From an optimization exercise on the open Yosys and OpenROAD flow, aimed at small area, a short achievable clock period and few clock cycles; shortcuts taken in it are not production practice.
RTL that was checked went through simulation tests only; none was proved equivalent to the original.
Power is estimated from default activity; no workload was simulated.

Design bms_codec, start of the top module:
module bms_codec (
    input  wire        clk,
    input  wire        rst,
    input  wire        req_valid,
    output wire        req_ready,
    input  wire [31:0] req_desc,
    input  wire [7:0]  req_count,
    input  wire [7:0]  req_counter,
    input  wire        in_valid,
    output wire        in_ready,
    input  wire [7:0]  in_data,
    output wire        out_valid,
    input  wire        out_ready,
    output wire [7:0]  out_data,
    output wire        out_last,
    output wire [2:0]  out_status
);
    localparam MAX_DEVICES = 16;
    localparam [1:0] K_CMD = 2'd0, K_WR = 2'd1, K_RD = 2'd2, K_ILL = 2'd3;
    localparam [2:0] ST_OK  = 3'd0, ST_BRK = 3'd1, ST_POR = 3'd3,
                     ST_CCE = 3'd4, ST_ILL = 3'd7;
    localparam [1:0] R_OK = 2'd0, R_BRK = 2'd1, R_CCE = 2'd2, R_POR = 2'd3;
    localparam [9:0] CRC10_SEED = 10'h010;
    reg         req_ready_q, in_ready_q;
    reg  [4:0]  alloc_q;         
    reg  [4:0]  rdf_q;           
    reg         i_busy, i_done, i_inph, i_new;
    reg         i_legal, i_opb, i_opc;    
    reg         i_port;
    reg  [3:0]  i_n1;            
    reg  [15:0] i_cmd;           
    reg  [1:0]  i_rank;          
  ...
Size in the first run: about 1800 cells after synthesis, about 35000 µm² of cells after synthesis.
clock: 9.0 ns
lec_check: 0
cap_margin: 20
core_margin: 2
core_utilization: 40
cts_cluster_diameter: 100
cts_cluster_size: 30
place_density: 0.6
slew_margin: 20
standard.sh (not shown) runs the stock make flow with config.mk's settings and CLKGATE_MAP_FILE= SYNTH_SCRIPT=/design/flow/synth_recipe.tcl, a recipe that flattens the netlist after the stock synthesis.
==> flow/flow/run.sh <==
#!/bin/bash
# Standard layout, with timing repair aiming at a setup slack of MARGIN ns.
set -euo pipefail
MARGIN=6
sed "s/\"\\\${@:-finish}\"/SETUP_SLACK_MARGIN=$MARGIN &/" standard.sh > standard_margin.sh
grep -q "SETUP_SLACK_MARGIN=$MARGIN" standard_margin.sh
bash standard_margin.sh > make_finish.log 2>&1
Testbench counts at the start, summed over its fixed seeds: cycles 68,260.
==> next run, changes <==
--- a/flow/design.v
+++ b/flow/design.v
@@ -89,12 +89,13 @@
     reg         s_hdr;
     reg  [7:0]  s_coh;           
     reg  [3:0]  s_srem;
     reg         s_ls;            
     reg         o_v, o_last, o_pay, o_c0, o_c5;
     reg  [7:0]  o_data;
+    reg  [7:0]  o_cdata;         
     reg  [2:0]  o_stat;
     reg  [9:0]  wcrc_q;
     assign req_ready  = req_ready_q;
     assign in_ready   = in_ready_q;
     assign out_valid  = o_v;
     assign out_data   = o_data;
@@ -175,12 +176,13 @@
     wire s_send  = c_wr ? s_coh[7] : s_coh[5];
     wire s_last  = c_one | (s_hdr ? (c_cmdk & s_coh[3]) : (s_send & s_ls));
     wire iss     = advance & c_v;
     wire c_end   = iss & s_last;
     wire pop     = p_v & (~c_v | c_end);
     wire s_rowrd = ~s_hdr & ~c_one & s_coh[5];
+    wire [7:0] o_data_nx;
     wire s_rdpay = ~s_hdr & ~c_one & ~s_coh[6] & ~s_coh[7];    
     wire [3:0] rs = rdf_q[3:0];
     genvar gr;
     generate
         for (gr = 0; gr < 16; gr = gr + 1) begin : g_row
             always @(posedge clk)
@@ -202,17 +204,18 @@
             assign m3[gr*8 +: 8] = rs[2] ? m2[(2*gr+1)*8 +: 8] : m2[(2*gr)*8 +: 8];
         end
     endgenerate
     wire [7:0] rbyte = rs[3] ? m3[15:8] : m3[7:0];
     wire [7:0] sbyte = s_hdr ? hbyte : c_one ? 8'h00 : rbyte;
     wire [9:0] wcrc_byte, wcrc_full;
-    bms_crc10_byte u_wcrc (.crc_in(o_c0 ? CRC10_SEED : wcrc_q), .data(o_data),
+    bms_crc10_byte u_wcrc (.crc_in(o_c0 ? CRC10_SEED : wcrc_q), .data(o_cdata),
                            .crc_out(wcrc_byte));
     bms_crc10_ctr  u_wfold (.crc_in(wcrc_byte), .ctr(6'd0), .crc_out(wcrc_full));
     wire s_phi = c_wr & ~s_hdr & s_coh[6];
     wire s_plo = c_wr & ~s_hdr & s_coh[7];
+    assign o_data_nx = s_phi ? {6'd0, wcrc_full[9:8]} : s_plo ? wcrc_q[7:0] : sbyte;
     always @(posedge clk) begin
         if (rst) begin
             req_ready_q <= 1'b1;
             in_ready_q  <= 1'b0;
             alloc_q     <= 5'd0;
             rdf_q       <= 5'd0;
@@ -358,13 +361,15 @@
                 s_srem <= s_srem - 4'd1;
                 s_ls   <= (s_srem == 4'd1);
             end else
                 s_coh <= {s_coh[6:0], 1'b0};
         end
         if (advance) begin
-            o_data <= s_phi ? {6'd0, wcrc_full[9:8]} : s_plo ? wcrc_q[7:0] : sbyte;
+            o_data  <= o_data_nx;
+            if (c_wr && s_rdpay)
+                o_cdata <= rbyte;
             o_pay  <= c_wr & ~s_hdr & ~s_coh[6] & ~s_coh[7];
             o_c0   <= s_coh[0];
             o_c5   <= s_coh[5];
             o_last <= s_last;
             o_stat <= (c_one & s_last) ? c_stat : ST_OK;
             if (o_v && o_pay)
Outcome:
- The changed run went through all stages and came out clean
- fmax falls by 0.45%
- setup slack degrades by 0.014 ns
- final area rises by 2.8%
- total power falls by 2.3%
- sequential cell count rises by 8
- worst hold slack hardly moves
- count of clock-buffer cells in the layout rises by 4
- routed wire length rises by 3.4%
- synthesized area rises by 1.2%
- final cell count rises by 1.1%
- global-route usage rises by 0.33 points
Only the layout flow was run in the second run of this note; the RTL was not checked for function there.

## what the ideal ports hide
The results above use ideal ports. As a check the final layouts listed here were re-extracted and re-timed, cells and wires unchanged. Step 1 sets driving cells, clkbuf_16 on the clock port and buf_2 on the other inputs (assumed; they add their load-dependent delay and slew). Step 2 also shifts input and output timing later by t, the mid clock arrival at the registers, as if the neighbouring blocks saw the same clock. Three values: ideal ports, drivers, drivers and shift; two values: the first two.
run	shift t [ns]	setup WS [ns]	latest minus earliest clock arrival (ns)	worst slew at a driven data input, ns
the first run	0.669	5.943 / 5.878 / 5.405	0.033 / 0.033	0.05
the second run	0.668	5.929 / 5.951 / 5.282	0.040 / 0.041	0.11
After both steps every run listed still meets setup and hold. The setup slack of the second run, which loses most, moves by +0.022 ns with the drivers and by -0.647 ns with both steps.
